This design comes from an exercise in tuning for small area on the open sky130 flow, not from production work.
The RTL was checked by simulation tests, not by an equivalence proof against the original design.
Power and IR drop assume default switching activity.

==> design/flow/design.v <==
module kachel_chanmap (
    input  wire       clk,
    input  wire       clr,        
    input  wire       inc_from0,  
    input  wire       inc,        
    output wire       full,       
    output wire [4:0] pos,        
    output wire [5:0] lane        
);
  reg [1:0] col;
  reg [2:0] x;
  reg [3:0] y;    
  always @(posedge clk) begin
    if (clr) begin
      col <= 2'd0; x <= 3'd0; y <= 4'd0;
    end else if (inc_from0) begin
      col <= 2'd1; x <= 3'd0; y <= 4'd0;
    end else if (inc) begin
      if (col == 2'd2) begin
        col <= 2'd0;
        x   <= x + 3'd1;
        if (x == 3'd7) y <= y + 4'd1;
      end else begin
        col <= col + 2'd1;
      end
    end
  end
  assign full = y[3];
  assign pos  = {y[1:0], y[0] ? ~x : x};
  assign lane = {col == 2'd2 &  y[2], col == 2'd2 & ~y[2],
                 col == 2'd1 &  y[2], col == 2'd1 & ~y[2],
                 col == 2'd0 &  y[2], col == 2'd0 & ~y[2]};
endmodule
module kachel_planebuf (
    input  wire       clk,
    input  wire [3:0] ph,         
    input  wire       we,
    input  wire       wbuf,
    input  wire [5:0] wlane,      
    input  wire [4:0] wpos,
    input  wire [7:0] wdata,      
    input  wire       rbuf,
    input  wire [2:0] rplane,
    input  wire [4:0] rpos,
    output wire [5:0] rdata       
);
  wire       wslot = (wpos[3:0] == ~ph);
  wire [3:0] rslot = rpos[3:0] + ph;
  reg  [15:0] slot_oh;
  reg  [15:0] grp_oh;    
  integer k;
  always @(*) begin
    for (k = 0; k < 16; k = k + 1) begin
      slot_oh[k] = (rslot == k);
      grp_oh[k]  = ({rbuf, rplane} == k);
    end
  end
  genvar b, p, l, h;
  generate
    for (l = 0; l < 6; l = l + 1) begin : g_lane
      wire [31:0] sel;    
      for (b = 0; b < 2; b = b + 1) begin : g_buf
        for (p = 0; p < 8; p = p + 1) begin : g_plane
          for (h = 0; h < 2; h = h + 1) begin : g_half
            reg [15:0] r;
            wire wr = we && wslot && wlane[l] && (wbuf == b) && (wpos[4] == h);
            always @(posedge clk)
              r <= {r[14:0], wr ? wdata[p] : r[15]};
            assign sel[(b*8+p)*2+h] = |(r & slot_oh) & grp_oh[b*8+p] & (rpos[4] == h);
          end
        end
      end
      assign rdata[l] = |sel;
    end
  endgenerate
endmodule
module kachel_core (
    input  wire       clk,
    input  wire       rst,         
    input  wire       tick,        
    input  wire       latch_in,    
    input  wire       ser_done,    
    input  wire [7:0] ser_data,    
    output reg  [7:0] drv_data,    
    output reg        drv_clk,     
    output reg        drv_lat,     
    output reg        drv_blank,   
    output reg        front_sel,   
    output reg  [2:0] bam_step     
);
  localparam [5:0]  T_CLR = 6'd4;      
  localparam [2:0] S_CLR1  = 3'd0,    
                   S_ZERO  = 3'd1,    
                   S_CLR2  = 3'd2,    
                   S_CLAT  = 3'd3,    
                   S_CLR3  = 3'd4,    
                   S_IDLE  = 3'd5,    
                   S_LATW  = 3'd6,    
                   S_SHIFT = 3'd7;    
  reg  [2:0]  seq_state;
  reg  [5:0]  seq_cnt;
  reg         tx_buf;
  reg  [2:0]  tx_plane;
  reg         tx_zero;
  reg         a_zero;
  reg         gie;
  reg         tmr_pend;
  reg  [10:0] tmr_cnt;       
  reg  [2:0]  tmr_idx;       
  reg         latch_s, lat_pend;
  reg         ser_flag;
  reg  [7:0]  ser_byte;
  reg         ser_ie, cmd_second;
  reg         cap_q;         
  reg  [1:0]  wp_st;         
  reg  [7:0]  wp_data;
  reg         wp_buf;
  reg  [5:0]  wp_lane;
  reg  [4:0]  wp_pos;
  reg  [3:0]  ph;
  wire tx_idle    = (seq_state == S_IDLE);
  wire svc_timer  = gie && tmr_pend && tx_idle;
  wire svc_latch  = gie && lat_pend && !svc_timer;
  wire svc_serial = gie && ser_ie && ser_flag && !svc_timer && !svc_latch;
  wire resync     = svc_serial && cmd_second;
  wire boot_done  = (seq_state == S_CLR3) && (seq_cnt == T_CLR - 6'd1);
  wire capture    = svc_latch && latch_s && ser_flag;
  wire       cnt_full;
  wire [4:0] map_pos;
  wire [5:0] map_lane;
  kachel_chanmap u_map (
      .clk(clk), .clr(rst || svc_serial),
      .inc_from0(cap_q && cnt_full), .inc(cap_q),
      .full(cnt_full), .pos(map_pos), .lane(map_lane));
  wire [5:0] rdata;
  wire       wdone = wp_st[1] && (wp_pos[3:0] == ~ph);
  kachel_planebuf u_buf (
      .clk(clk), .ph(ph),
      .we(wp_st[1]), .wbuf(wp_buf), .wlane(wp_lane), .wpos(wp_pos),
      .wdata(wp_data),
      .rbuf(tx_buf), .rplane(tx_plane), .rpos(seq_cnt[5:1]), .rdata(rdata));
  wire [7:0] tx_rdata = tx_zero ? 8'h00
                                : {1'b0, rdata[5:3], 1'b0, rdata[2:0]};
  always @(posedge clk) begin
    if (rst) ph <= 4'd0;
    else     ph <= ph + 4'd1;
  end
  always @(posedge clk) begin
    if (rst) begin
      seq_state <= S_CLR1;
      seq_cnt   <= 6'd0;
      tx_buf    <= 1'b0;
      tx_plane  <= 3'd0;
      tx_zero   <= 1'b0;
      gie       <= 1'b0;
      drv_data  <= 8'h00;
      drv_clk   <= 1'b0;
      drv_lat   <= 1'b0;
      drv_blank <= 1'b1;
    end else begin
      case (seq_state)
        S_CLR1: begin
          seq_cnt <= seq_cnt + 6'd1;
          if (seq_cnt == T_CLR - 6'd1) begin
            seq_cnt   <= 6'd0;
            seq_state <= S_ZERO;
          end
        end
        S_ZERO: begin
          drv_data <= 8'h00;
          drv_clk  <= seq_cnt[0];
          seq_cnt  <= seq_cnt + 6'd1;
          if (seq_cnt == 6'd63) begin
            seq_cnt   <= 6'd0;
            seq_state <= S_CLR2;
          end
        end
        S_CLR2: begin
          drv_clk <= 1'b0;
          seq_cnt <= seq_cnt + 6'd1;
          if (seq_cnt == T_CLR - 6'd1) begin
            seq_cnt   <= 6'd0;
            seq_state <= S_CLAT;
          end
        end
        S_CLAT: begin
          drv_lat   <= 1'b1;
          seq_state <= S_CLR3;
        end
        S_CLR3: begin
          drv_lat <= 1'b0;
          seq_cnt <= seq_cnt + 6'd1;
          if (boot_done) begin
            seq_cnt   <= 6'd0;
            drv_blank <= 1'b0;
            gie       <= 1'b1;
            seq_state <= S_IDLE;
          end
        end
        S_IDLE: begin
          drv_clk <= 1'b0;
          if (svc_timer) begin
            drv_lat   <= 1'b1;               
            tx_buf    <= front_sel;
            tx_plane  <= bam_step + 3'd1;
            tx_zero   <= a_zero && !front_sel;
            seq_state <= S_LATW;
          end
        end
        S_LATW: begin
          drv_lat   <= 1'b0;
          seq_cnt   <= 6'd0;
          seq_state <= S_SHIFT;
        end
        S_SHIFT: begin
          if (!seq_cnt[0]) begin
            drv_data <= tx_rdata;
            drv_clk  <= 1'b0;
          end else begin
            drv_clk  <= 1'b1;
          end
          seq_cnt <= seq_cnt + 6'd1;
          if (seq_cnt == 6'd63)
            seq_state <= S_IDLE;
        end
      endcase
    end
  end
  reg        pend_n;
  reg [10:0] cnt_n, reload_n;
  reg [2:0]  idx_n, step_n;
  always @(*) begin
    pend_n   = tmr_pend;
    cnt_n    = tmr_cnt;
    idx_n    = tmr_idx;
    step_n   = bam_step;
    if (svc_timer) begin
      pend_n   = 1'b0;
      idx_n    = bam_step;
      step_n   = bam_step + 3'd1;
    end else if (resync) begin
      idx_n    = 3'd0;
      step_n   = 3'd0;
    end
    reload_n = (11'd16 << idx_n) - 11'd1;
    if (svc_timer || resync)
      cnt_n = reload_n;
    if (tick && (gie || boot_done)) begin
      if (cnt_n == 11'd0) begin
        cnt_n  = reload_n;
        pend_n = 1'b1;
      end else begin
        cnt_n  = cnt_n - 11'd1;
      end
    end
  end
  always @(posedge clk) begin
    if (rst) begin
      tmr_pend   <= 1'b0;
      tmr_cnt    <= 11'd15;
      tmr_idx    <= 3'd0;
      bam_step   <= 3'd0;
    end else begin
      tmr_pend   <= pend_n;
      tmr_cnt    <= cnt_n;
      tmr_idx    <= idx_n;
      bam_step   <= step_n;
    end
  end
  always @(posedge clk) begin
    if (rst) begin
      latch_s    <= latch_in;
      lat_pend   <= 1'b0;
      ser_flag   <= 1'b0;
      ser_byte   <= 8'h00;
      ser_ie     <= 1'b0;
      cmd_second <= 1'b0;
      cap_q      <= 1'b0;
      wp_st      <= 2'd0;
      front_sel  <= 1'b0;
      a_zero     <= 1'b1;
    end else begin
      if (svc_latch) begin
        lat_pend <= 1'b0;
        if (latch_s) begin
          if (ser_flag)
            ser_flag <= 1'b0;
          ser_ie <= 1'b1;
        end else begin
          ser_ie     <= 1'b0;
          cmd_second <= 1'b0;
        end
      end
      if (svc_serial) begin
        ser_flag   <= 1'b0;
        cmd_second <= 1'b1;
      end
      latch_s <= latch_in;
      if (latch_in != latch_s)
        lat_pend <= 1'b1;
      if (ser_done) begin
        ser_byte <= ser_data;
        ser_flag <= 1'b1;
      end
      cap_q <= capture;
      if (capture)
        wp_data <= ser_byte;
      if (cap_q) begin
        if (cnt_full) begin
          front_sel <= ~front_sel;
          a_zero    <= 1'b0;
        end
        wp_buf  <= cnt_full ? front_sel : ~front_sel;
        wp_pos  <= cnt_full ? 5'd0 : map_pos;
        wp_lane <= cnt_full ? 6'd1 : map_lane;
        wp_st   <= 2'd1;
      end else if (wp_st[0]) begin
        wp_st   <= 2'd2;
      end else if (wdone) begin
        wp_st   <= 2'd0;
      end
    end
  end
endmodule
==> design/flow/run.sh <==
#!/bin/bash
# synth_recipe.tcl (not shown) runs the flow's synth.tcl, then flattens the netlist and writes it again
# the make line also repeats each setting of config.mk as NAME=value (left out here)
make -C /OpenROAD-flow-scripts/flow DESIGN_CONFIG=/design/flow/config.mk WORK_HOME=/design/flow/orfs CLKGATE_MAP_FILE= SYNTH_SCRIPT=/design/flow/synth_recipe.tcl finish
==> design/flow/config.mk <==
export PLATFORM = sky130hd
export DESIGN_NAME = kachel_core
export DESIGN_NICKNAME = kachel_core
export VERILOG_FILES = /design/flow/design.v
export SDC_FILE = /design/flow/constraint.sdc
export NUM_CORES = 8
export LEC_CHECK = 0
export CAP_MARGIN = 20
export CORE_MARGIN = 2
export CORE_UTILIZATION = 35
export GPL_ROUTABILITY_DRIVEN = 1
export PLACE_DENSITY = 0.45
export SLEW_MARGIN = 20
==> design/flow/constraint.sdc <==
create_clock -name core_clock -period 20.0 [get_ports {clk}]
set_input_delay 4.0000 -clock core_clock [delete_from_list [all_inputs] [get_ports {clk}]]
set_output_delay 4.0000 -clock core_clock [all_outputs]
set_load 0.01 [all_outputs]
==> results of run 1 <==
==> flip-flops by register name (all words and copies together), names as in the netlist, 4 cells and up <==
register and cells:
u_map.y 4, wp_pos 5, u_buf.g_lane.g_buf.g_plane.g_half.r 3072, drv_data 6
wp_lane 6, seq_cnt 6, ser_byte 8, tmr_cnt 11
ph 4, wp_data 8
==> Yosys cell counts (all sizes together) (43+ instances only) <==
library cell	number
a2111oi	57
a211oi	51
a21oi	326
a221o	43
a221oi	82
a222oi	123
a22o	61
a22oi	241
a31oi	130
and3	108
buf	244
clkbuf	295
dfxtp	3145
mux2	274
mux2i	313
mux4	55
nand2	592
nand3	314
nand4	71
nor2	197
nor3	59
o2111ai	46
o211ai	68
o21ai	193
o22ai	56
==> stage by stage <==
stage / total power, mW / instance area, um^2 / utilization (%)
5_1_grt: 14.1 / 109000 / 41.0
6_report: 13.7 / 109000 / 41.0
2_1_floorplan: 6.97 / 93100 / -
4_1_cts: 13.8 / 109000 / 41.0
3_3_place_gp: 7.59 / 97500 / 36.8
3_5_place_dp: 7.59 / 97500 / 36.8
==> worst paths after layout <==
path,from,endpoint,slack [ns],cells past startpoint
worst min register to register,u_buf.g_lane[2].g_buf[0].g_plane[1].g_half[0].r[6],u_buf.g_lane[2].g_buf[0].g_plane[1].g_half[0].r[7],0.32,0
worst max register to register,ph[0],drv_data[4],13.42,14
worst min-delay path,u_buf.g_lane[2].g_buf[0].g_plane[1].g_half[0].r[6],u_buf.g_lane[2].g_buf[0].g_plane[1].g_half[0].r[7],0.32,0
worst max-delay path,ph[0],drv_data[4],13.42,14
==> routing by layer <==
metal / GRT usage, % / share of wire, % / wire length (um) / vias up
met3: 4.51 / 6.8 / 22800 / 481
met2: 38.4 / 45 / 152000 / 2439
met1: 33.3 / 45 / 151000 / 32162
met4: 8.07 / 3.2 / 10800 / 10
li1: - / - / - / 27905
met5: 0 / 0.020 / 69 / -
==> cell usage in the layout (no fill, tap or decap), types with 45 or more instances in the layout <==
cell                           n
sky130_fd_sc_hd__nand3_1     312
sky130_fd_sc_hd__nor3_1       45
sky130_fd_sc_hd__mux4_2       55
sky130_fd_sc_hd__clkbuf_1     62
sky130_fd_sc_hd__nor2_1      182
sky130_fd_sc_hd__a221oi_1     82
sky130_fd_sc_hd__a22o_1       61
sky130_fd_sc_hd__and3_1      107
sky130_fd_sc_hd__a2111oi_0    57
sky130_fd_sc_hd__mux2i_1     313
sky130_fd_sc_hd__o21ai_0     190
sky130_fd_sc_hd__a211oi_1     51
sky130_fd_sc_hd__o2111ai_1    46
sky130_fd_sc_hd__mux2_2      274
sky130_fd_sc_hd__clkbuf_16   338
sky130_fd_sc_hd__a21oi_1     315
sky130_fd_sc_hd__o22ai_1      56
sky130_fd_sc_hd__clkbuf_8     88
sky130_fd_sc_hd__nand4_1      71
sky130_fd_sc_hd__dfxtp_1    3144
sky130_fd_sc_hd__nand2_1     585
sky130_fd_sc_hd__o211ai_1     68
sky130_fd_sc_hd__a22oi_1     241
sky130_fd_sc_hd__a31oi_1     130
sky130_fd_sc_hd__buf_4       192
sky130_fd_sc_hd__clkinv_2     48
sky130_fd_sc_hd__a222oi_1    123
==> power groups by stage <==
stage,Sequential (mW),Clock [mW],Combinational [mW]
2_1_floorplan,6.46,0,0.512
3_3_place_gp,6.46,0,1.12
3_5_place_dp,6.46,0,1.12
4_1_cts,6.32,6.38,1.12
5_1_grt,6.32,6.64,1.14
6_report,6.32,6.27,1.13
==> critical path: stages, from the launching register on <==
cell and delay, ns:
sky130_fd_sc_hd__dfxtp_1 0.37, sky130_fd_sc_hd__ha_4 0.19, sky130_fd_sc_hd__fa_4 0.80, sky130_fd_sc_hd__buf_4 0.68
sky130_fd_sc_hd__buf_4 0.61, sky130_fd_sc_hd__buf_4 0.72, sky130_fd_sc_hd__buf_4 0.61, sky130_fd_sc_hd__mux4_2 0.39
sky130_fd_sc_hd__nand2_1 0.10, sky130_fd_sc_hd__a21oi_1 0.09, sky130_fd_sc_hd__a2111oi_0 0.46, sky130_fd_sc_hd__a21oi_1 0.18
sky130_fd_sc_hd__a2111oi_0 0.72, sky130_fd_sc_hd__nand4_1 0.16, sky130_fd_sc_hd__o31a_1 0.27
==> cell type report <==
cell class / count / area (um^2)
Antenna cell: 10 / 25.0
Clock buffer: 488 / 9900
Fill cell: 24883 / 156000
Sequential cell: 3165 / 63600
Multi-Input combinational cell: 3868 / 27600
Clock inverter: 89 / 1150
Tap cell: 3533 / 4420
Timing Repair Buffer: 227 / 1870
Inverter: 15 / 68.8
==> cells by family after synthesis <==
group	count (synthesis)	synth area share [%]
AOI/OAI and AO/OA	1712	13.3
xor gates and xnor gates	30	0.290
adders and majority gates	12	0.169
buffers and inverters	554	2.48
DFF	3165	68.3
muxes	642	8.01
other	1	0.00403
and+or+nand+nor	1470	7.44
==> flow_summary.yaml, run 1 <==
route:
  detail-route-antenna-nets: 0
  first_iter_violations: 5971
  drt-wirelength-per-cell_um: 29.5
  aggregate_routed_wire_length_um: 337000
  vias_per_cell: 5.53
  via_count: 62997
  drt_pre_antenna_iters: 9
  drt_drc_violations_left: 0
clocking:
  clk_latency_ns: 0.98
  numCtsBuffers: 335
  holdBufCountCts: 0
  clock_tree_from_tritoncts: "done"
  cts_resized: 0
  clk_pin_slew_worst_setup_hold_paths_ns: 0.06
  cts_root_buf: "sky130_fd_sc_hd__clkbuf_16"
  numClockSinks: 3165
  ctsLongestPathBuffers: 4
  htreeDepth: 5
  buffer_count_from_post_cts_setup_fixing: 0
synth:
  netlist.area_leader.share_pct: 67.7
  synth_flop_cell: "sky130_fd_sc_hd__dfxtp_1"
  yosysWarningCount: 3
  async_reset_ff_share_pct: 0
  synth_cells: 7586
  synth_edf_count: 20
  ranking_of_synthesized_cells_by_area: "sky130_fd_sc_hd__dfxtp_1 (68%), sky130_fd_sc_hd__mux2i_1 (3.4%), sky130_fd_sc_hd__mux2_2 (3.3%)"
  syn-cell-area_um2: 93000
  synth.yosys.seq_area_share_pct: 68.3
  syn_avg_cell_area_um2: 12.3
  post-synth-top-area-cell: "sky130_fd_sc_hd__dfxtp_1"
  postSynthRegisterBits: 3165
  yosysUniqueCellTypes: 89
pwr:
  vdd_ir_drop_max_uv: 94.4
  p_int_mw: 10.3
  pwr_density_cell_nw_per_um2: 126
  switching_share_pct: 25.2
  clock_power_share_pct: 45.7
  comb_power_share_pct: 8.2
  p_switching_mw: 3.46
  power_frac_seq_pct: 46.1
  p_leak_nw: 39.7
sta:
  fin_worst_skew_ns: 0.0480
  tns_ns: 0
  setup_slack_ns: 13.42
  finalHoldWorstSlack_ns: 0.319
  slew_headroom_pct: 18.5
  grt_setup_unrepaired: "false"
  fin_crit_sh_pct: 32.9
  final-setup-viol-count: 0
  transition_at_the_pin_with_the_smallest_max_transition_slack_ns: 1.21
  maxClockFrequency_mhz: 152
  finalCriticalPeriod_ns: 6.58
  hold_viol: 0
  drv_slew: 0
die:
  die_w_um: 520
  design.die.area_um2: 270000
  num_io_pins: 28
  floorplan.rows: 189
  dieHeight_um: 520
  start_util_pct: 35.1
  core_area_um2: 265000
placed_design:
  post-place-cells: 10807
  gp_routability_congestion: 0.812
  portBuffers: 25
  pre_cts_slack_ns: 13.31
  dp_hpwl_um: 194000
global_routing:
  grt_start_max_net_pins: 117
  grt_pass1_vias: 63813
  globalRouteOverflowTotal: 0
  grt_first_pass_wirelength_um: 476000
  globalRouteTotalUtil_pct: 24.3
  grt_antenna_before_repair: 31
worst_setup_path:
  cp_max_fo: 51
  timing.setup.critical_path_class: "flop to flop"
  cp-start-kind: "flop"
  crit_required_ns: 20.83
  timing.critical_path.arrival_ns: 7.41
  worstSetupEndpointType: "flop"
layout:
  nNetsFinal: 7637
  final-instance-count-excl-fill: 11395
  area_growth_syn_to_layout_pct: 16.7
  drive_above_1_share_pct: 14.5
worst_hold_path:
  worstHoldPathType: "flop to flop"
flow_run:
  cap_violations: 0
run_status:
  run_status: "finished clean"
==> run 2: changes to the inputs <==
--- a/design/flow/design.v
+++ b/design/flow/design.v
@@ -2,5 +2,4 @@
     input  wire       clk,
     input  wire       clr,        
-    input  wire       inc_from0,  
     input  wire       inc,        
     output wire       full,       
@@ -14,6 +13,4 @@
     if (clr) begin
       col <= 2'd0; x <= 3'd0; y <= 4'd0;
-    end else if (inc_from0) begin
-      col <= 2'd1; x <= 3'd0; y <= 4'd0;
     end else if (inc) begin
       if (col == 2'd2) begin
@@ -40,4 +37,5 @@
     input  wire [4:0] wpos,
     input  wire [7:0] wdata,      
+    output wire       wdone,      
     input  wire       rbuf,
     input  wire [2:0] rplane,
@@ -45,34 +43,58 @@
     output wire [5:0] rdata       
 );
-  wire       wslot = (wpos[3:0] == ~ph);
+  assign wdone = we && (wpos[3:0] == ~ph);
   wire [3:0] rslot = rpos[3:0] + ph;
-  reg  [15:0] slot_oh;
-  reg  [15:0] grp_oh;    
+  reg  [15:0] slot_sel;
+  reg  [31:0] grp_sel;
   integer k;
   always @(*) begin
-    for (k = 0; k < 16; k = k + 1) begin
-      slot_oh[k] = (rslot == k);
-      grp_oh[k]  = ({rbuf, rplane} == k);
-    end
+    for (k = 0; k < 16; k = k + 1)
+      slot_sel[k] = (rslot == k);
+    for (k = 0; k < 32; k = k + 1)
+      grp_sel[k] = ({rbuf, rplane, rpos[4]} == k);
   end
-  genvar b, p, l, h;
+  genvar l, g, s, t;
   generate
     for (l = 0; l < 6; l = l + 1) begin : g_lane
-      wire [31:0] sel;    
-      for (b = 0; b < 2; b = b + 1) begin : g_buf
-        for (p = 0; p < 8; p = p + 1) begin : g_plane
-          for (h = 0; h < 2; h = h + 1) begin : g_half
-            reg [15:0] r;
-            wire wr = we && wslot && wlane[l] && (wbuf == b) && (wpos[4] == h);
-            always @(posedge clk)
-              r <= {r[14:0], wr ? wdata[p] : r[15]};
-            assign sel[(b*8+p)*2+h] = |(r & slot_oh) & grp_oh[b*8+p] & (rpos[4] == h);
-          end
-        end
+      wire [15:0] ring [0:31];
+      for (g = 0; g < 32; g = g + 1) begin : g_ring
+        reg [15:0] r;
+        wire wr = wdone && wlane[l] && (wbuf == g[4]) && (wpos[4] == g[0]);
+        always @(posedge clk)
+          r <= {r[14:0], wr ? wdata[g[3:1]] : r[15]};
+        assign ring[g] = r;
+      end
+      wire [15:0] z;
+      for (s = 0; s < 16; s = s + 1) begin : g_slot
+        wire [10:0] n;
+        for (t = 0; t < 10; t = t + 1) begin : g_aoi
+          kachel_aoi222 u (
+              .a0(ring[3*t][s]),   .s0(grp_sel[3*t]),
+              .a1(ring[3*t+1][s]), .s1(grp_sel[3*t+1]),
+              .a2(ring[3*t+2][s]), .s2(grp_sel[3*t+2]),
+              .y_n(n[t]));
+        end
+        kachel_aoi22 u_last (
+            .a0(ring[30][s]), .s0(grp_sel[30]),
+            .a1(ring[31][s]), .s1(grp_sel[31]),
+            .y_n(n[10]));
+        assign z[s] = ~&n;
       end
-      assign rdata[l] = |sel;
+      assign rdata[l] = |(z & slot_sel);
     end
   endgenerate
 endmodule
+module kachel_aoi222 (
+    input  wire a0, s0, a1, s1, a2, s2,
+    output wire y_n
+);
+  assign y_n = ~((a0 & s0) | (a1 & s1) | (a2 & s2));
+endmodule
+module kachel_aoi22 (
+    input  wire a0, s0, a1, s1,
+    output wire y_n
+);
+  assign y_n = ~((a0 & s0) | (a1 & s1));
+endmodule
 module kachel_core (
     input  wire       clk,
@@ -115,7 +137,5 @@
   reg  [1:0]  wp_st;         
   reg  [7:0]  wp_data;
-  reg         wp_buf;
-  reg  [5:0]  wp_lane;
-  reg  [4:0]  wp_pos;
+  reg         clr_req;       
   reg  [3:0]  ph;
   wire tx_idle    = (seq_state == S_IDLE);
@@ -129,14 +149,15 @@
   wire [4:0] map_pos;
   wire [5:0] map_lane;
+  wire       wdone;
+  wire       wbusy   = cap_q || (wp_st != 2'd0);
+  wire       clr_now = (svc_serial || clr_req) && (wdone || !wbusy);
   kachel_chanmap u_map (
-      .clk(clk), .clr(rst || svc_serial),
-      .inc_from0(cap_q && cnt_full), .inc(cap_q),
+      .clk(clk), .clr(rst || (cap_q && cnt_full) || clr_now), .inc(wdone),
       .full(cnt_full), .pos(map_pos), .lane(map_lane));
   wire [5:0] rdata;
-  wire       wdone = wp_st[1] && (wp_pos[3:0] == ~ph);
   kachel_planebuf u_buf (
       .clk(clk), .ph(ph),
-      .we(wp_st[1]), .wbuf(wp_buf), .wlane(wp_lane), .wpos(wp_pos),
-      .wdata(wp_data),
+      .we(wp_st[1]), .wbuf(~front_sel), .wlane(map_lane), .wpos(map_pos),
+      .wdata(wp_data), .wdone(wdone),
       .rbuf(tx_buf), .rplane(tx_plane), .rpos(seq_cnt[5:1]), .rdata(rdata));
   wire [7:0] tx_rdata = tx_zero ? 8'h00
@@ -278,4 +299,5 @@
       cap_q      <= 1'b0;
       wp_st      <= 2'd0;
+      clr_req    <= 1'b0;
       front_sel  <= 1'b0;
       a_zero     <= 1'b1;
@@ -303,5 +325,6 @@
         ser_flag <= 1'b1;
       end
-      cap_q <= capture;
+      cap_q   <= capture;
+      clr_req <= (svc_serial || clr_req) && !clr_now;
       if (capture)
         wp_data <= ser_byte;
@@ -311,7 +334,4 @@
           a_zero    <= 1'b0;
         end
-        wp_buf  <= cnt_full ? front_sel : ~front_sel;
-        wp_pos  <= cnt_full ? 5'd0 : map_pos;
-        wp_lane <= cnt_full ? 6'd1 : map_lane;
         wp_st   <= 2'd1;
       end else if (wp_st[0]) begin
--- a/design/flow/config.mk
+++ b/design/flow/config.mk
@@ -12,2 +12,3 @@
 export PLACE_DENSITY = 0.45
 export SLEW_MARGIN = 20
+export SYNTH_HIERARCHICAL = 1
==> run 2 against run 1 <==
Still clean on timing, DRC and antenna. Clock-buffer cell count shrank 30. Hold slack lost 0.0028 ns. Global-route usage shrank 4.2 points. Fmax grew 5.7%. Synthesized area shrank 12%. Wire length shrank 27%. Non-clock buffer count shrank 102. Power shrank 8.7%. Clock skew grew 0.014 ns. Sequential cell count shrank 11. Critical endpoint is now bam_step[0]. Largest cell class unchanged. Largest power group unchanged. Highest routed layer unchanged.
==> flow_summary.yaml, run 2 <==
pwr:
  pwr_density_cell_nw_per_um2: 128
  p_leak_nw: 36.0
  vdd_ir_drop_max_uv: 94.5
  switching_share_pct: 19.7
  p_int_mw: 10.1
  p_switching_mw: 2.47
  power_frac_seq_pct: 50.2
  clock_power_share_pct: 49.1
  comb_power_share_pct: 0.7
worst_setup_path:
  crit_required_ns: 16.00
  critical-path-max-stage-delay_ns: 0.67
  path_cells: "clkdlybuf4s50_1"
  timing.critical_path.slowest_stage_cell: "sky130_fd_sc_hd__dfxtp_1"
  cp-start-kind: "flop"
  cp_max_fo: 13
  critical_path.n_buffers_inverters: 1
  crit_family: "flip-flops"
  worstSetupEndpointType: "primary output"
  timing.critical_path.arrival_ns: 2.22
  timing.setup.critical_path_class: "flop to primary output"
synth:
  syn-cell-area_um2: 81800
  synth_flop_cell: "sky130_fd_sc_hd__dfxtp_1"
  synth_most_common_cell: "sky130_fd_sc_hd__dfxtp_1"
  async_reset_ff_share_pct: 0
  synth_edf_count: 8
  netlist.area_leader.share_pct: 77.0
  yosysUniqueCellTypes: 74
  syn_avg_cell_area_um2: 15.3
  postSynthRegisterBits: 3154
  yosysWarningCount: 9
  synth_top_cells_by_count: "sky130_fd_sc_hd__dfxtp_1 (3146), sky130_fd_sc_hd__a222oi_1 (960), sky130_fd_sc_hd__nand4_1 (196)"
  synth_cells: 5365
  synth.yosys.seq_area_share_pct: 77.3
  ranking_of_synthesized_cells_by_area: "sky130_fd_sc_hd__dfxtp_1 (77%), sky130_fd_sc_hd__a222oi_1 (12%), sky130_fd_sc_hd__mux2_2 (2.5%)"
  post-synth-top-area-cell: "sky130_fd_sc_hd__dfxtp_1"
sta:
  fin_worst_skew_ns: 0.0619
  maxClockFrequency_mhz: 161
  fin_crit_sh_pct: 31.1
  transition_at_the_pin_with_the_smallest_max_transition_slack_ns: 1.04
  tns_ns: 0
  drv_slew: 0
  slew_headroom_pct: 30.1
  hold_viol: 0
  finalCriticalPeriod_ns: 6.22
  final-setup-viol-count: 0
  setup_slack_ns: 13.78
  grt_setup_unrepaired: "false"
clocking:
  buffer_count_from_post_cts_setup_fixing: 0
  htreeDepth: 5
  numCtsBuffers: 326
  clock_tree_from_tritoncts: "done"
  numClockSinks: 3154
  cts_resized: 0
  cts_root_buf: "sky130_fd_sc_hd__clkbuf_16"
  holdBufCountCts: 0
  clk_latency_ns: 0.95
  ctsLongestPathBuffers: 4
  clk_pin_slew_worst_setup_hold_paths_ns: 0.06
layout:
  multi_input_comb_area_um2: 18600
  post_route_standard_cell_area_excluding_fillers_um2: 97700
  area_growth_syn_to_layout_pct: 19.4
  core_util_final_pct: 42.0
  nNetsFinal: 5779
  largest_register_ff_count: 3072
  final-instance-count-excl-fill: 9039
  commonest_cells_after_routing_fill_and_taps_aside: "sky130_fd_sc_hd__dfxtp_1 (3146), sky130_fd_sc_hd__a222oi_1 (960), sky130_fd_sc_hd__clkbuf_16 (334)"
  biggestRegsByFlops: "u_buf.g_lane.g_ring.r x3072, tmr_cnt x11"
  drive_above_1_share_pct: 16.0
  layout.cells.most_common: "sky130_fd_sc_hd__dfxtp_1"
  ff_latch_area_um2: 63200
  layout.filler_cells: 21175
  max_flop_register: "u_buf.g_lane.g_ring.r"
placed_design:
  post-place-cells: 8468
  gp_routability_congestion: 0.789
  placed_cell_area_um2: 86600
  dp_hpwl_um: 153000
  pre_cts_slack_ns: 14.17
  portBuffers: 25
flow_run:
  cap_violations: 0
route:
  drt-wirelength-per-cell_um: 27.1
  vias_per_cell: 5.58
  first_iter_violations: 7891
  via_count: 50405
  detail-route-antenna-nets: 0
  drt_pre_antenna_iters: 13
  aggregate_routed_wire_length_um: 245000
  drt_drc_violations_left: 0
run_status:
  run_status: "finished clean"
die:
  die_w_um: 488
  core_area_um2: 233000
  floorplan.rows: 177
  start_util_pct: 35.2
  num_io_pins: 28
  design.die.area_um2: 238000
  dieHeight_um: 488
global_routing:
  grt_antenna_before_repair: 16
  grt_first_pass_wirelength_um: 356000
  grt_start_max_net_pins: 65
  globalRouteTotalUtil_pct: 20.1
  globalRouteOverflowTotal: 0
  grt_pass1_vias: 51037
worst_hold_path:
  worstHoldPathType: "flop to flop"
run 2: cell types whose count changed after synthesis, sizes merged, moves of 126 or more:
cell,delta
a22oi,-140
nand3,-191
a222oi,+837
o21ai,-174
mux2i,-294
nand4,+126
a31oi,-127
buf,-224
a21oi,-291
clkbuf,-250
nand2,-530
run 2: final timing paths:
| kind | start | end | slack, ns | cells after the start |
|---|---|---|---|---|
| max | bam_step[0] | bam_step[0] | 13.78 | 1 |
| min | u_buf.g_lane[1].g_ring[22].r[2] | u_buf.g_lane[1].g_ring[22].r[3] | 0.32 | 0 |
| max reg2reg | seq_cnt[5] | drv_data[1] | 15.13 | 11 |
| min reg2reg | u_buf.g_lane[1].g_ring[22].r[2] | u_buf.g_lane[1].g_ring[22].r[3] | 0.32 | 0 |
run 2: layout make-up:
type,count,area share (%)
clock buffer,458,9.70
clock inverter,110,1.58
multi-input combinational,2133,19.0
tap,3043,3.90
antenna,2,0.00512
sequential,3154,64.7
timing repair buffer,125,1.06
inverter,14,0.0538
run 2: routing by layer:
metal	up-vias	global-route usage, %	wire length, um
met5	-	0	28
met4	4	6.54	6800
met3	374	4.38	16500
met2	1907	30.9	109000
met1	25605	28.0	113000
li1	22515	-	-
run 2: power by group through the flow:
stage | Combinational [mW] | Clock, mW | Sequential (mW)
after floorplan | 0.0240 | 0 | 6.43
after global placement | 0.0784 | 0 | 6.43
after detailed placement | 0.0787 | 0 | 6.43
after CTS | 0.0789 | 6.28 | 6.29
after global routing | 0.0801 | 6.55 | 6.29
final | 0.0818 | 6.16 | 6.29
run 2: Yosys stat by module, one instance, submodules excluded:
module,flops+latches,cells,cell area [um^2],times used
kachel_aoi222,0,1,10.0,960
kachel_aoi22,0,1,12.5,96
kachel_planebuf,3072,3856,67100,1
kachel_core,73,399,3440,1
kachel_chanmap,9,54,498,1
run 2: per-stage QoR:
stage / power [mW] / hold slack (ns)
floorplan: 6.45 / 0.330
global placement: 6.51 / 0.333
detailed placement: 6.51 / 0.336
CTS: 12.7 / 0.320
global route: 12.9 / 0.319
finish: 12.5 / 0.316
run 2: cell families (layout without fill, tap and decap cells):
group                      Yosys count  count (layout)  synth area share, %
and+or+nand+nor                    666             666                 4.48
AOI/OAI and AO/OA                 1214            1214                 14.5
other                                1               4              0.00458
buffers and inverters               79             707                0.419
DFF                               3154            3154                 77.3
muxes                              212             212                 2.89
xor gates and xnor gates            27              27                0.289
adders and majority gates           12              12                0.193
==> run 3: changes to the inputs <==
--- a/design/flow/design.v
+++ b/design/flow/design.v
@@ -31,5 +31,5 @@
 module kachel_planebuf (
     input  wire       clk,
-    input  wire [3:0] ph,         
+    input  wire [4:0] ph,         
     input  wire       we,
     input  wire       wbuf,
@@ -43,43 +43,39 @@
     output wire [5:0] rdata       
 );
-  assign wdone = we && (wpos[3:0] == ~ph);
-  wire [3:0] rslot = rpos[3:0] + ph;
-  reg  [15:0] slot_sel;
-  reg  [31:0] grp_sel;
+  assign wdone = we && (wpos == ~ph);
+  wire [4:0] rslot = rpos + ph;
+  reg  [31:0] slot_sel;
+  reg  [15:0] grp_sel;
   integer k;
   always @(*) begin
-    for (k = 0; k < 16; k = k + 1)
-      slot_sel[k] = (rslot == k);
     for (k = 0; k < 32; k = k + 1)
-      grp_sel[k] = ({rbuf, rplane, rpos[4]} == k);
+      slot_sel[k] = (rslot == k);
+    for (k = 0; k < 16; k = k + 1)
+      grp_sel[k] = ({rbuf, rplane} == k);
   end
-  genvar l, g, s, t;
+  genvar l, g, t;
   generate
     for (l = 0; l < 6; l = l + 1) begin : g_lane
-      wire [15:0] ring [0:31];
-      for (g = 0; g < 32; g = g + 1) begin : g_ring
-        reg [15:0] r;
-        wire wr = wdone && wlane[l] && (wbuf == g[4]) && (wpos[4] == g[0]);
-        always @(posedge clk)
-          r <= {r[14:0], wr ? wdata[g[3:1]] : r[15]};
-        assign ring[g] = r;
-      end
       wire [15:0] z;
-      for (s = 0; s < 16; s = s + 1) begin : g_slot
+      for (g = 0; g < 16; g = g + 1) begin : g_ring
+        reg [31:0] r;
+        wire wr = wdone && wlane[l] && (wbuf == g[3]);
+        always @(posedge clk)
+          r <= {r[30:0], wr ? wdata[g[2:0]] : r[31]};
         wire [10:0] n;
         for (t = 0; t < 10; t = t + 1) begin : g_aoi
           kachel_aoi222 u (
-              .a0(ring[3*t][s]),   .s0(grp_sel[3*t]),
-              .a1(ring[3*t+1][s]), .s1(grp_sel[3*t+1]),
-              .a2(ring[3*t+2][s]), .s2(grp_sel[3*t+2]),
+              .a0(r[3*t]),   .s0(slot_sel[3*t]),
+              .a1(r[3*t+1]), .s1(slot_sel[3*t+1]),
+              .a2(r[3*t+2]), .s2(slot_sel[3*t+2]),
               .y_n(n[t]));
         end
         kachel_aoi22 u_last (
-            .a0(ring[30][s]), .s0(grp_sel[30]),
-            .a1(ring[31][s]), .s1(grp_sel[31]),
+            .a0(r[30]), .s0(slot_sel[30]),
+            .a1(r[31]), .s1(slot_sel[31]),
             .y_n(n[10]));
-        assign z[s] = ~&n;
+        assign z[g] = ~&n;
       end
-      assign rdata[l] = |(z & slot_sel);
+      assign rdata[l] = |(z & grp_sel);
     end
   endgenerate
@@ -138,5 +134,5 @@
   reg  [7:0]  wp_data;
   reg         clr_req;       
-  reg  [3:0]  ph;
+  reg  [4:0]  ph;
   wire tx_idle    = (seq_state == S_IDLE);
   wire svc_timer  = gie && tmr_pend && tx_idle;
@@ -164,6 +160,6 @@
                                 : {1'b0, rdata[5:3], 1'b0, rdata[2:0]};
   always @(posedge clk) begin
-    if (rst) ph <= 4'd0;
-    else     ph <= ph + 4'd1;
+    if (rst) ph <= 5'd0;
+    else     ph <= ph + 5'd1;
   end
   always @(posedge clk) begin
--- a/design/flow/config.mk
+++ b/design/flow/config.mk
@@ -8,7 +8,10 @@
 export CAP_MARGIN = 20
 export CORE_MARGIN = 2
-export CORE_UTILIZATION = 35
+export CORE_UTILIZATION = 55
+export CTS_BUF_LIST = sky130_fd_sc_hd__clkbuf_8
+export CTS_CLUSTER_DIAMETER = 100
+export CTS_CLUSTER_SIZE = 16
 export GPL_ROUTABILITY_DRIVEN = 1
-export PLACE_DENSITY = 0.45
+export PLACE_DENSITY = 0.65
 export SLEW_MARGIN = 20
 export SYNTH_HIERARCHICAL = 1
==> run 3 against run 2 <==
Non-clock buffer count is 10 lower. Final area is 10% lower. Clock power is 54% lower. Via count is essentially flat. Fmax down 9.3%. Worst setup slack got worse by 0.64 ns. Wire length decreased by 5.7%. Synthesized cell count decreased by 2.8%. Sequential power barely moved. Sequential share of layout area increased by 7.4 points. Die area down 37%. Clock-buffer cell count shrank 243. Largest power group unchanged.
==> flow_summary.yaml, run 3 <==
clocking:
  cts_resized: 0
  clk_pin_slew_worst_setup_hold_paths_ns: 0.10
  holdBufCountCts: 0
  numClockSinks: 3155
  cts_root_buf: "sky130_fd_sc_hd__clkbuf_8"
  clk_latency_ns: 1.00
  clock_tree_from_tritoncts: "done"
  htreeDepth: 4
  numCtsBuffers: 215
  buffer_count_from_post_cts_setup_fixing: 0
  ctsLongestPathBuffers: 3
die:
  num_io_pins: 28
  dieHeight_um: 388
  die_w_um: 388
  start_util_pct: 55.5
  design.die.area_um2: 150000
  core_area_um2: 146000
  floorplan.rows: 140
placed_design:
  pre_cts_slack_ns: 13.42
  dp_hpwl_um: 117000
  portBuffers: 25
  gp_routability_congestion: 0.804
  post-place-cells: 7181
global_routing:
  grt_antenna_before_repair: 11
  grt_first_pass_wirelength_um: 331000
  globalRouteTotalUtil_pct: 29.6
  grt_pass1_vias: 49342
  grt_start_max_net_pins: 97
  globalRouteOverflowTotal: 0
synth:
  synth_flop_cell: "sky130_fd_sc_hd__dfxtp_1"
  synth_most_common_cell: "sky130_fd_sc_hd__dfxtp_1"
  synth_edf_count: 8
  synth.yosys.seq_area_share_pct: 78.0
  yosysUniqueCellTypes: 80
  ranking_of_synthesized_cells_by_area: "sky130_fd_sc_hd__dfxtp_1 (78%), sky130_fd_sc_hd__a222oi_1 (12%), sky130_fd_sc_hd__nand4_1 (1.7%)"
  netlist.area_leader.share_pct: 77.7
  synth_top_cells_by_count: "sky130_fd_sc_hd__dfxtp_1 (3147), sky130_fd_sc_hd__a222oi_1 (960), sky130_fd_sc_hd__nand4_1 (215)"
  synth_cells: 5213
  syn_avg_cell_area_um2: 15.5
  async_reset_ff_share_pct: 0
  syn-cell-area_um2: 81000
  post-synth-top-area-cell: "sky130_fd_sc_hd__dfxtp_1"
  postSynthRegisterBits: 3155
  yosysWarningCount: 9
layout:
  layout.cells.most_common: "sky130_fd_sc_hd__dfxtp_1"
  commonest_cells_after_routing_fill_and_taps_aside: "sky130_fd_sc_hd__dfxtp_1 (3147), sky130_fd_sc_hd__a222oi_1 (960), sky130_fd_sc_hd__nand4_1 (215), sky130_fd_sc_hd__clkbuf_8 (215), sky130_fd_sc_hd__nand3_1 (112)"
  final-instance-count-excl-fill: 7420
  drive_above_1_share_pct: 10.8
  biggestRegsByFlops: "u_buf.g_lane.g_ring.r x3072, tmr_cnt x11"
  layout.filler_cells: 11246
  nNetsFinal: 5507
  max_flop_register: "u_buf.g_lane.g_ring.r"
  area_growth_syn_to_layout_pct: 8.29
  largest_register_ff_count: 3072
route:
  vias_per_cell: 6.80
  drt-wirelength-per-cell_um: 31.1
  first_iter_violations: 9558
  drt_pre_antenna_iters: 12
  via_count: 50446
  drt_drc_violations_left: 0
  detail-route-antenna-nets: 0
  aggregate_routed_wire_length_um: 231000
worst_hold_path:
  worstHoldPathType: "flop to flop"
pwr:
  vdd_ir_drop_max_uv: 74.6
  p_leak_nw: 32.3
  pwr_density_cell_nw_per_um2: 106
sta:
  transition_at_the_pin_with_the_smallest_max_transition_slack_ns: 1.18
  final-setup-viol-count: 0
  slew_headroom_pct: 20.9
  hold_viol: 0
  finalHoldWorstSlack_ns: 0.301
  maxClockFrequency_mhz: 146
  setup_slack_ns: 13.14
  finalCriticalPeriod_ns: 6.86
  drv_slew: 0
  tns_ns: 0
  grt_setup_unrepaired: "false"
  fin_worst_skew_ns: 0.0611
  fin_crit_sh_pct: 34.3
worst_setup_path:
  timing.critical_path.arrival_ns: 7.69
  crit_top_cell: "sky130_fd_sc_hd__buf_4"
  timing.critical_path.slowest_stage_cell: "sky130_fd_sc_hd__xor2_2"
  timing.setup.critical_path_class: "flop to flop"
  cp-start-kind: "flop"
  path_cells: "ha_1 > fa_1 > a21o_1 > a21oi_1 > xor2_2 > nor4_2 > buf_4 > buf_4 > buf_4 > a222oi_1 > nand4_1 > o31ai_1 > nand4_1 > or4_1 > nand3_1 > a21oi_1"
  critical-path-max-stage-delay_ns: 0.85
  crit_required_ns: 20.82
  worstSetupEndpointType: "flop"
  cp_max_fo: 35
run_status:
  run_status: "finished clean"
flow_run:
  cap_violations: 0
[run 3: cell types whose count changed in the layout (fill, tap and decap cells not counted), moves of 59 or more]
cell	delta
sky130_fd_sc_hd__mux2_2	-89
sky130_fd_sc_hd__nor3_1	-88
sky130_fd_sc_hd__clkbuf_16	-334
sky130_fd_sc_hd__clkbuf_8	+150
sky130_fd_sc_hd__o31ai_1	+89
sky130_fd_sc_hd__clkbuf_1	-59
[run 3: layout make-up]
class | count | area, um^2 | area share (%)
Timing Repair Buffer | 115 | 1140 | 1.30
Clock inverter | 20 | 173 | 0.197
Inverter | 6 | 25.0 | 0.0285
Sequential cell | 3155 | 63200 | 72.1
Antenna cell | 4 | 10.0 | 0.0114
Multi-Input combinational cell | 1988 | 17800 | 20.3
Tap cell | 1917 | 2400 | 2.73
Clock buffer | 215 | 2960 | 3.37
[run 3: cell families (layout without fill, tap and decap cells)]
kind of cell    Yosys count  count (layout)  share of synthesized area (%)
other cells               1               6                        0.00463
fa+ha+maj                13              13                          0.210
mux                     108             108                           1.48
flops                  3155            3155                           78.0
buf+inv                  71             356                          0.482
simple gates            579             579                           4.34
xor+xnor                 33              33                          0.357
compound gates         1253            1253                           15.1
[run 3: per-module statistics from Yosys (local to each module, per instance)]
module	area, um^2	cells inside
kachel_chanmap	498	54
kachel_core	3580	399
kachel_aoi22	12.5	1
kachel_planebuf	66200	3704
kachel_aoi222	10.0	1
[run 3: critical path, delay by kind of cell (launching register included)]
kind | cells | cell delay, ns
flip-flops | 1 | 0.37
adder cells (fa/ha/maj) | 2 | 0.77
XOR/XNOR | 1 | 0.85
AND/OR/NAND/NOR | 5 | 1.71
buffers and inverters | 3 | 1.28
AO/OA/AOI/OAI | 5 | 1.69
[run 3: metal layers]
metal	GRT usage [%]	wire length, um	vias up
met5	0	26	-
met4	9.47	6360	4
met3	6.34	24600	369
met2	43.7	99700	2737
met1	43.3	100000	25717
li1	-	-	21619
[run 3: path summary, 6_finish.rpt]
path	startpoint	to	slack [ns]	cells past startpoint
setup reg to reg	ph[0]	drv_data[2]	13.14	16
hold reg to reg	u_buf.g_lane[4].g_ring[1].r[19]	u_buf.g_lane[4].g_ring[1].r[20]	0.30	0
hold / removal	u_buf.g_lane[4].g_ring[1].r[19]	u_buf.g_lane[4].g_ring[1].r[20]	0.30	0
setup / recovery	ph[0]	drv_data[2]	13.14	16
[run 3: stage by stage]
step / cell area (um^2) / total power [mW] / utilization [%]
floorplan: 81000 / 6.51 / -
global placement: 84600 / 6.62 / 58.0
detailed placement: 84600 / 6.62 / 58.0
CTS: 87700 / 9.35 / 60.1
global route: 87800 / 9.59 / 60.1
finish: 87800 / 9.32 / 60.1
[run 3: report_power, final]
group          switching (mW)  internal (mW)  total, mW
Clock                    1.86          0.975       2.84
Sequential            0.00438           6.28       6.29
Combinational           0.166         0.0269      0.193
Total                    2.04           7.28       9.32
==> run 4: changes to the inputs <==
--- a/design/flow/design.v
+++ b/design/flow/design.v
@@ -38,21 +38,21 @@
     input  wire [7:0] wdata,      
     output wire       wdone,      
-    input  wire       rbuf,
-    input  wire [2:0] rplane,
-    input  wire [4:0] rpos,
+    input  wire       fbuf,
+    input  wire [2:0] fplane,
+    input  wire [2:0] ftap,
+    input  wire [1:0] rsel,
     output wire [5:0] rdata       
 );
   assign wdone = we && (wpos == ~ph);
-  wire [4:0] rslot = rpos + ph;
-  reg  [31:0] slot_sel;
-  reg  [15:0] grp_sel;
+  reg  [7:0]  tap_sel;
+  reg  [15:0] grp_sel;    
   integer k;
   always @(*) begin
-    for (k = 0; k < 32; k = k + 1)
-      slot_sel[k] = (rslot == k);
+    for (k = 0; k < 8; k = k + 1)
+      tap_sel[k] = (ftap == k);
     for (k = 0; k < 16; k = k + 1)
-      grp_sel[k] = ({rbuf, rplane} == k);
+      grp_sel[k] = ({fbuf, fplane} == k);
   end
-  genvar l, g, t;
+  genvar l, g;
   generate
     for (l = 0; l < 6; l = l + 1) begin : g_lane
@@ -63,19 +63,23 @@
         always @(posedge clk)
           r <= {r[30:0], wr ? wdata[g[2:0]] : r[31]};
-        wire [10:0] n;
-        for (t = 0; t < 10; t = t + 1) begin : g_aoi
-          kachel_aoi222 u (
-              .a0(r[3*t]),   .s0(slot_sel[3*t]),
-              .a1(r[3*t+1]), .s1(slot_sel[3*t+1]),
-              .a2(r[3*t+2]), .s2(slot_sel[3*t+2]),
-              .y_n(n[t]));
-        end
-        kachel_aoi22 u_last (
-            .a0(r[30]), .s0(slot_sel[30]),
-            .a1(r[31]), .s1(slot_sel[31]),
-            .y_n(n[10]));
+        wire [2:0] n;
+        kachel_aoi222 u_t0 (
+            .a0(r[3]),  .s0(tap_sel[0]), .a1(r[7]),  .s1(tap_sel[1]),
+            .a2(r[11]), .s2(tap_sel[2]), .y_n(n[0]));
+        kachel_aoi222 u_t1 (
+            .a0(r[15]), .s0(tap_sel[3]), .a1(r[19]), .s1(tap_sel[4]),
+            .a2(r[23]), .s2(tap_sel[5]), .y_n(n[1]));
+        kachel_aoi22 u_t2 (
+            .a0(r[27]), .s0(tap_sel[6]), .a1(r[31]), .s1(tap_sel[7]),
+            .y_n(n[2]));
         assign z[g] = ~&n;
       end
-      assign rdata[l] = |(z & grp_sel);
+      wire feed = |(z & grp_sel);
+      reg  [2:0] dl;
+      always @(posedge clk)
+        dl <= {dl[1:0], feed};
+      assign rdata[l] = (rsel == 2'd0) ? feed  :
+                        (rsel == 2'd1) ? dl[0] :
+                        (rsel == 2'd2) ? dl[1] : dl[2];
     end
   endgenerate
@@ -151,4 +155,12 @@
       .clk(clk), .clr(rst || (cap_q && cnt_full) || clr_now), .inc(wdone),
       .full(cnt_full), .pos(map_pos), .lane(map_lane));
+  wire       in_tx    = (seq_state == S_LATW) ||
+                        ((seq_state == S_SHIFT) && (seq_cnt != 6'd63));
+  wire       swap_now = cap_q && cnt_full;
+  wire       pred_buf = svc_timer ? front_sel : (front_sel ^ swap_now);
+  wire [2:0] pred_pl  = (resync ? 3'd0 : bam_step) + 3'd1;
+  wire [6:0] nxt      = {1'b0, seq_cnt} + 7'd1;
+  wire [4:0] rd_pos   = (seq_state == S_SHIFT) ? nxt[5:1] : 5'd0;
+  wire [4:0] rd_slot  = rd_pos + ph;
   wire [5:0] rdata;
   kachel_planebuf u_buf (
@@ -156,5 +168,6 @@
       .we(wp_st[1]), .wbuf(~front_sel), .wlane(map_lane), .wpos(map_pos),
       .wdata(wp_data), .wdone(wdone),
-      .rbuf(tx_buf), .rplane(tx_plane), .rpos(seq_cnt[5:1]), .rdata(rdata));
+      .fbuf(in_tx ? tx_buf : pred_buf), .fplane(in_tx ? tx_plane : pred_pl),
+      .ftap(rd_slot[4:2]), .rsel(rd_slot[1:0] + 2'd1), .rdata(rdata));
   wire [7:0] tx_rdata = tx_zero ? 8'h00
                                 : {1'b0, rdata[5:3], 1'b0, rdata[2:0]};
==> run 4 against run 3 <==
Die area decreased by 11%. Non-clock buffer count down 51. Global-route usage down 11 points. Hold slack gained 0.0033 ns. Synthesized area fell by 11%. Fmax increased by 3.2%. Sequential power about the same. Clock power fell by 3%. Worst setup slack better by 0.21 ns. First-iteration DRC count is 71% lower. Wire length down 46%.
==> flow_summary.yaml, run 4 <==
run_status:
  run_status: "finished clean"
clocking:
  clock_tree_from_tritoncts: "done"
  numClockSinks: 3173
  numCtsBuffers: 216
  clk_pin_slew_worst_setup_hold_paths_ns: 0.10
  cts_root_buf: "sky130_fd_sc_hd__clkbuf_8"
  cts_resized: 0
  clk_latency_ns: 0.95
  ctsLongestPathBuffers: 3
  buffer_count_from_post_cts_setup_fixing: 0
  holdBufCountCts: 0
  htreeDepth: 4
route:
  drt_pre_antenna_iters: 9
  vias_per_cell: 5.00
  first_iter_violations: 2761
  drt_drc_violations_left: 0
  aggregate_routed_wire_length_um: 125000
  via_count: 30993
  drt-wirelength-per-cell_um: 20.2
  detail-route-antenna-nets: 0
synth:
  postSynthRegisterBits: 3173
  synth_cells: 4214
  yosysUniqueCellTypes: 70
  syn-cell-area_um2: 71900
  synth_top_cells_by_count: "sky130_fd_sc_hd__dfxtp_1 (3165), sky130_fd_sc_hd__a222oi_1 (192), sky130_fd_sc_hd__nand3_1 (119)"
  netlist.area_leader.share_pct: 88.1
  yosysWarningCount: 9
  async_reset_ff_share_pct: 0
  synth.yosys.seq_area_share_pct: 88.4
  ranking_of_synthesized_cells_by_area: "sky130_fd_sc_hd__dfxtp_1 (88%), sky130_fd_sc_hd__a222oi_1 (2.7%), sky130_fd_sc_hd__a22oi_2 (1.7%)"
  synth_edf_count: 8
  post-synth-top-area-cell: "sky130_fd_sc_hd__dfxtp_1"
  synth_most_common_cell: "sky130_fd_sc_hd__dfxtp_1"
  synth_flop_cell: "sky130_fd_sc_hd__dfxtp_1"
  syn_avg_cell_area_um2: 17.1
pwr:
  vdd_ir_drop_max_uv: 59.6
  pwr_density_cell_nw_per_um2: 117
  total_power_mw: 9.11
  p_leak_nw: 30.2
die:
  floorplan.rows: 132
  start_util_pct: 55.5
  core_area_um2: 130000
  num_io_pins: 28
  dieHeight_um: 366
  die_w_um: 366
  design.die.area_um2: 134000
layout:
  max_flop_register: "u_buf.g_lane.g_ring.r"
  layout.filler_cells: 9651
  drive_above_1_share_pct: 11.4
  commonest_cells_after_routing_fill_and_taps_aside: "sky130_fd_sc_hd__dfxtp_1 (3165), sky130_fd_sc_hd__clkbuf_8 (218), sky130_fd_sc_hd__a222oi_1 (192)"
  largest_register_ff_count: 3072
  multi_input_comb_area_um2: 8170
  core_util_final_pct: 60.0
  biggestRegsByFlops: "u_buf.g_lane.g_ring.r x3072, u_buf.g_lane.dl x18, tmr_cnt x11"
  ff_latch_area_um2: 63600
  nNetsFinal: 4469
  layout.cells.most_common: "sky130_fd_sc_hd__dfxtp_1"
  area_growth_syn_to_layout_pct: 8.08
sta:
  slew_headroom_pct: 23.2
  maxClockFrequency_mhz: 150
  setup_slack_ns: 13.35
  drv_slew: 0
  tns_ns: 0
  transition_at_the_pin_with_the_smallest_max_transition_slack_ns: 1.15
  fin_worst_skew_ns: 0.0400
  grt_setup_unrepaired: "false"
  finalCriticalPeriod_ns: 6.65
  hold_viol: 0
  fin_crit_sh_pct: 33.3
  final-setup-viol-count: 0
flow_run:
  cap_violations: 0
placed_design:
  gp_routability_congestion: 0.813
  portBuffers: 25
  pre_cts_slack_ns: 13.41
  dp_hpwl_um: 72200
global_routing:
  groute.layer.met1.usage_pct: 28.8
  grt_start_max_net_pins: 97
  grt_antenna_before_repair: 7
  globalRouteOverflowTotal: 0
  grt_most_used_layer: "met1"
  globalRouteTotalUtil_pct: 18.9
  grt_pass1_vias: 30408
  grt_util_met2_pct: 27.1
  globalRouteMet3Util_pct: 3.49
  grt_first_pass_wirelength_um: 188000
worst_setup_path:
  timing.setup.critical_path_class: "flop to flop"
  cp-start-kind: "flop"
  crit_required_ns: 20.88
  cp_max_fo: 44
  timing.critical_path.arrival_ns: 7.53
  r2r_setup_slack_ns: 13.35
  worstSetupEndpointType: "flop"
worst_hold_path:
  worstHoldPathType: "flop to flop"
[run 4: cell count changes in the layout (fill, tap and decap cells not counted), sizes merged, moves of 7 or more]
cell and delta:
o31ai -92, or2 +9, nand4 -207, nor3 -7
nor4 -31, nor2 +8, nand2 +8, a222oi -768
a22oi +48, inv +12, buf -52, nand3 +7
o21ai +8, dfxtp +18
[run 4: routing by layer]
layer  vias to the layer above  part of all wire (%)
li1                      14764                     -
met1                     15263                    50
met2                       778                    41
met3                       188                   5.7
met4                         0                   2.4
met5                         -                     0
[run 4: cell families after synthesis]
logic type	Yosys count	synth area share, %
AOI/OAI and AO/OA	448	5.86
xor gates and xnor gates	31	0.377
adders and majority gates	14	0.254
buffers and inverters	74	0.497
DFF	3173	88.4
muxes	121	1.96
other	1	0.00521
and+or+nand+nor	352	2.63
[run 4: critical path, stage by stage (launching register included)]
cell                      delay (ns)
sky130_fd_sc_hd__dfxtp_1        0.88
sky130_fd_sc_hd__nand3_1        0.43
sky130_fd_sc_hd__nor2_1         0.21
sky130_fd_sc_hd__ha_1           0.21
sky130_fd_sc_hd__fa_1           0.22
sky130_fd_sc_hd__a21o_1         0.13
sky130_fd_sc_hd__a21oi_1        0.07
sky130_fd_sc_hd__xor2_1         0.15
sky130_fd_sc_hd__xnor2_1        0.75
sky130_fd_sc_hd__and3b_4        0.57
sky130_fd_sc_hd__buf_4          0.82
sky130_fd_sc_hd__buf_4          0.79
sky130_fd_sc_hd__a22oi_2        0.17
sky130_fd_sc_hd__nand3_1        0.13
sky130_fd_sc_hd__a22oi_1        0.10
sky130_fd_sc_hd__nand4_1        0.24
sky130_fd_sc_hd__or2_1          0.15
sky130_fd_sc_hd__mux4_2         0.22
sky130_fd_sc_hd__nand3_1        0.07
sky130_fd_sc_hd__a21oi_1        0.17
[run 4: power breakdown]
group | internal (mW) | leakage, nW | switching, mW
logic | 0.0103 | 3.04 | 0.0273
clock network | 0.987 | 1.63 | 1.76
registers | 6.32 | 25.6 | 0.00401
total | 7.31 | 30.2 | 1.79
[run 4: layout make-up]
class                   instances  share of cell area, %
inverters                      19                 0.0917
repair buffers                 64                  0.724
clock buffers                 218                   3.86
diodes                          3                0.00966
well taps                    1742                   2.80
clock inverters                16                  0.192
flip-flops and latches       3173                   81.8
multi-input cells             968                   10.5
[run 4: metrics by stage]
stage               cells  cell area (um^2)  hold slack (ns)
floorplan            4215             71900            0.310
global placement     5966             74600            0.310
detailed placement   5966             74600            0.312
CTS                  6200             77700            0.292
global route         6201             77700            0.293
finish               6203             77700            0.304
[run 4: Yosys stat by module (local to each module, per instance)]
| module | flops+latches | cell area [um^2] | times used | cells |
|---|---|---|---|---|
| kachel_planebuf | 3090 | 64500 | 1 | 3426 |
| kachel_aoi22 | 0 | 12.5 | 96 | 1 |
| kachel_chanmap | 9 | 498 | 1 | 54 |
| kachel_aoi222 | 0 | 10.0 | 192 | 1 |
| kachel_core | 74 | 3810 | 1 | 446 |
[run 4: final timing paths]
kind,from,endpoint,cells past startpoint
worst max-delay path,seq_state[0],drv_data[1],19
worst min-delay path,u_buf.g_lane[1].g_ring[14].r[25],u_buf.g_lane[1].g_ring[14].r[26],0
worst max register to register,seq_state[0],drv_data[1],19
worst min register to register,u_buf.g_lane[1].g_ring[14].r[25],u_buf.g_lane[1].g_ring[14].r[26],0
==> run 5: changes to the inputs <==
--- a/design/flow/design.v
+++ b/design/flow/design.v
@@ -126,5 +126,5 @@
   reg         tx_zero;
   reg         a_zero;
-  reg         gie;
+  wire        gie = !drv_blank;      
   reg         tmr_pend;
   reg  [10:0] tmr_cnt;       
@@ -180,8 +180,4 @@
       seq_state <= S_CLR1;
       seq_cnt   <= 6'd0;
-      tx_buf    <= 1'b0;
-      tx_plane  <= 3'd0;
-      tx_zero   <= 1'b0;
-      gie       <= 1'b0;
       drv_data  <= 8'h00;
       drv_clk   <= 1'b0;
@@ -224,5 +220,4 @@
             seq_cnt   <= 6'd0;
             drv_blank <= 1'b0;
-            gie       <= 1'b1;
             seq_state <= S_IDLE;
           end
@@ -232,7 +227,4 @@
           if (svc_timer) begin
             drv_lat   <= 1'b1;               
-            tx_buf    <= front_sel;
-            tx_plane  <= bam_step + 3'd1;
-            tx_zero   <= a_zero && !front_sel;
             seq_state <= S_LATW;
           end
@@ -257,7 +249,17 @@
     end
   end
+  always @(posedge clk) begin
+    if (ser_done)
+      ser_byte <= ser_data;
+    if (tx_idle && svc_timer) begin
+      tx_buf   <= front_sel;
+      tx_plane <= bam_step + 3'd1;
+      tx_zero  <= a_zero && !front_sel;
+    end
+  end
   reg        pend_n;
-  reg [10:0] cnt_n, reload_n;
+  reg [10:0] cnt_n;
   reg [2:0]  idx_n, step_n;
+  reg [10:0] last;         
   always @(*) begin
     pend_n   = tmr_pend;
@@ -273,13 +275,13 @@
       step_n   = 3'd0;
     end
-    reload_n = (11'd16 << idx_n) - 11'd1;
+    last = (11'd16 << idx_n) - 11'd1;
     if (svc_timer || resync)
-      cnt_n = reload_n;
+      cnt_n = 11'd0;
     if (tick && (gie || boot_done)) begin
-      if (cnt_n == 11'd0) begin
-        cnt_n  = reload_n;
+      if ((cnt_n & last) == last) begin
+        cnt_n  = 11'd0;
         pend_n = 1'b1;
       end else begin
-        cnt_n  = cnt_n - 11'd1;
+        cnt_n  = cnt_n + 11'd1;
       end
     end
@@ -288,5 +290,5 @@
     if (rst) begin
       tmr_pend   <= 1'b0;
-      tmr_cnt    <= 11'd15;
+      tmr_cnt    <= 11'd0;
       tmr_idx    <= 3'd0;
       bam_step   <= 3'd0;
@@ -303,5 +305,4 @@
       lat_pend   <= 1'b0;
       ser_flag   <= 1'b0;
-      ser_byte   <= 8'h00;
       ser_ie     <= 1'b0;
       cmd_second <= 1'b0;
@@ -330,8 +331,6 @@
       if (latch_in != latch_s)
         lat_pend <= 1'b1;
-      if (ser_done) begin
-        ser_byte <= ser_data;
+      if (ser_done)
         ser_flag <= 1'b1;
-      end
       cap_q   <= capture;
       clr_req <= (svc_serial || clr_req) && !clr_now;
==> run 5 against run 4 <==
Still clean on timing, DRC and antenna. Synthesized area shrank 0.20%. Synthesized cell count shrank 1.2%. Core utilization is essentially flat. First-iteration DRC count grew 5.3%. Critical path depth is the same. Clock-buffer cell count grew 2. Worst setup slack lost 0.36 ns. Power grew 0.19%. Critical endpoint unchanged.
==> flow_summary.yaml, run 5 <==
run_status:
  run_status: "finished clean"
route:
  via_count: 30658
  drt-wirelength-per-cell_um: 20.3
  detail-route-antenna-nets: 0
  drt_pre_antenna_iters: 9
  drt_drc_violations_left: 0
  first_iter_violations: 2907
clocking:
  numCtsBuffers: 216
  clk_pin_slew_worst_setup_hold_paths_ns: 0.10
  clock_tree_from_tritoncts: "done"
  cts_resized: 0
  holdBufCountCts: 0
  buffer_count_from_post_cts_setup_fixing: 0
  cts_root_buf: "sky130_fd_sc_hd__clkbuf_8"
  numClockSinks: 3172
sta:
  final-setup-viol-count: 0
  setup_slack_ns: 12.99
  fin_worst_skew_ns: 0.0653
  finalCriticalPeriod_ns: 7.01
  tns_ns: 0
  finalHoldWorstSlack_ns: 0.292
  drv_slew: 0
  grt_setup_unrepaired: "false"
  fin_crit_sh_pct: 35.0
  slew_headroom_pct: 23.5
  maxClockFrequency_mhz: 143
die:
  die_w_um: 365
  core_area_um2: 129000
  num_io_pins: 28
  design.die.area_um2: 133000
  floorplan.rows: 132
synth:
  synth.yosys.seq_area_share_pct: 88.7
  ranking_of_synthesized_cells_by_area: "sky130_fd_sc_hd__dfxtp_1 (88%), sky130_fd_sc_hd__a222oi_1 (2.7%), sky130_fd_sc_hd__a22oi_2 (1.7%)"
  synth-simple-area-share_pct: 2.57
  synth_most_common_cell: "sky130_fd_sc_hd__dfxtp_1"
  netlist.area_leader.share_pct: 87.9
  yosysUniqueCellTypes: 75
  synth-xor-area-share_pct: 0.476
  post-synth-top-area-cell: "sky130_fd_sc_hd__dfxtp_1"
  synth_top_family_by_area: "compound AO/OA/AOI/OAI gates"
  synth_compound_area_share_pct: 5.74
layout:
  nNetsFinal: 4417
  drive_above_1_share_pct: 11.6
  post_route_standard_cell_area_excluding_fillers_um2: 77700
  layout.cells.most_common: "sky130_fd_sc_hd__dfxtp_1"
  area_growth_syn_to_layout_pct: 8.22
  commonest_cells_after_routing_fill_and_taps_aside: "sky130_fd_sc_hd__dfxtp_1 (3151), sky130_fd_sc_hd__clkbuf_8 (220), sky130_fd_sc_hd__a222oi_1 (192)"
  final-instance-count-excl-fill: 6158
  multi_input_comb_area_um2: 7970
  core_util_final_pct: 60.0
  largest_register_ff_count: 3072
pwr:
  pwr_density_cell_nw_per_um2: 117
  p_leak_nw: 30.1
  total_power_mw: 9.13
worst_setup_path:
  timing.critical_path.slowest_stage_cell: "sky130_fd_sc_hd__dfxtp_1"
  crit_top_cell: "sky130_fd_sc_hd__nand3_1"
  crit_path_end: "drv_data[1]"
  crit_required_ns: 20.78
  timing.setup.critical_path_class: "flop to flop"
  critical-path-max-stage-delay_ns: 1.02
  path_cells: "nand3_1 > nor2_1 > ha_1 > fa_1 > a21o_1 > a21oi_1 > xor2_1 > xnor2_1 > nor2_4 > buf_4 > buf_4 > a222oi_1 > nand3_1 > a22oi_1 > nand4_1 > or2_1 > mux4_2 > nand3_1 > a21oi_1"
flow_run:
  cap_violations: 0
placed_design:
  placed_cell_area_um2: 74500
  dp_hpwl_um: 70900
  pre_cts_slack_ns: 13.01
  gp_routability_congestion: 0.765
  post-place-cells: 5913
global_routing:
  grt_antenna_before_repair: 8
  globalRouteOverflowTotal: 0
  grt_pass1_vias: 30194
worst_hold_path:
  worstHoldPathType: "flop to flop"
[run 5: cell count changes after synthesis, moves of 5 or more]
cell,delta
sky130_fd_sc_hd__o21a_1,+5
sky130_fd_sc_hd__nor2_1,-19
sky130_fd_sc_hd__nand3_1,-5
sky130_fd_sc_hd__inv_1,-5
sky130_fd_sc_hd__dfxtp_1,-14
sky130_fd_sc_hd__mux2i_1,-13
sky130_fd_sc_hd__or2_2,-5
sky130_fd_sc_hd__edfxtp_1,+13
sky130_fd_sc_hd__nand2_1,-5
[run 5: kinds of logic (layout without fill, tap and decap cells)]
| kind of cell | Yosys count | in the layout |
|---|---|---|
| flops | 3172 | 3172 |
| other cells | 1 | 6 |
| buf+inv | 67 | 316 |
| fa+ha+maj | 14 | 14 |
| simple gates | 330 | 330 |
| mux | 107 | 107 |
| xor+xnor | 39 | 39 |
| compound gates | 432 | 432 |
[run 5: worst max-delay path, delay by kind of cell, from the launching register on]
family / cells / cell delay (ns)
simple gates: 7 / 1.90
compound gates: 5 / 1.19
flops: 1 / 1.02
buf+inv: 2 / 0.93
xor+xnor: 2 / 0.83
mux: 1 / 0.46
fa+ha+maj: 2 / 0.42
[run 5: cell type report]
type	instances	share of cell area (%)
repair buffers	61	0.752
clock inverters	20	0.196
diodes	4	0.0129
flip-flops and latches	3172	82.0
multi-input cells	924	10.3
clock buffers	220	3.90
inverters	15	0.0725
well taps	1742	2.81
[run 5: worst min path at each step]
stage / start / slack, ns / to / cells after the start
finish: u_buf.g_lane[5].g_ring[14].r[26] / 0.29 / u_buf.g_lane[5].g_ring[14].r[27] / 0
global route: u_buf.g_lane[5].g_ring[11].r[2] / 0.31 / u_buf.g_lane[5].g_ring[11].r[3] / 0
CTS: u_buf.g_lane[5].g_ring[14].r[26] / 0.28 / u_buf.g_lane[5].g_ring[14].r[27] / 0
detailed placement: u_buf.g_lane[0].g_ring[12].r[28] / 0.31 / u_buf.g_lane[0].g_ring[12].r[29] / 0
global placement: u_buf.g_lane[2].g_ring[3].r[20] / 0.31 / u_buf.g_lane[2].g_ring[3].r[21] / 0
floorplan: u_buf.g_lane[0].g_ring[0].r[9] / 0.31 / u_buf.g_lane[0].g_ring[0].r[10] / 0
[run 5: power breakdown]
group	total (mW)	switching, mW	internal, mW
sequential	6.32	0.00481	6.32
combinational	0.0397	0.0295	0.0102
clock	2.76	1.77	0.996
total	9.13	1.80	7.33
[run 5: per-layer routing]
metal | vias to the layer above | share of wire, % | routed length, um | global-route usage [%]
met5 | - | 0 | 0 | 0
met4 | 0 | 2.4 | 2950 | 6.30
met3 | 198 | 6.6 | 8260 | 4.10
met2 | 820 | 41 | 50900 | 26.2
met1 | 15046 | 50 | 63000 | 29.1
li1 | 14594 | - | - | -
[run 5: modules after synthesis, one instance, submodules excluded]
module           flops+latches  cell area (um^2)
kachel_aoi222                0              10.0
kachel_chanmap               9               498
kachel_core                 73              3670
kachel_planebuf           3090             64500
kachel_aoi22                 0              12.5

Re-timed with assumed drivers on the ports (clkbuf_16 on the clock, buf_2 on other inputs), run 5 has 12.995 ns of setup slack against 12.995 ns with ideal ports, and 12.995 ns once port delays also move by the mid clock arrival of 0.985 ns.
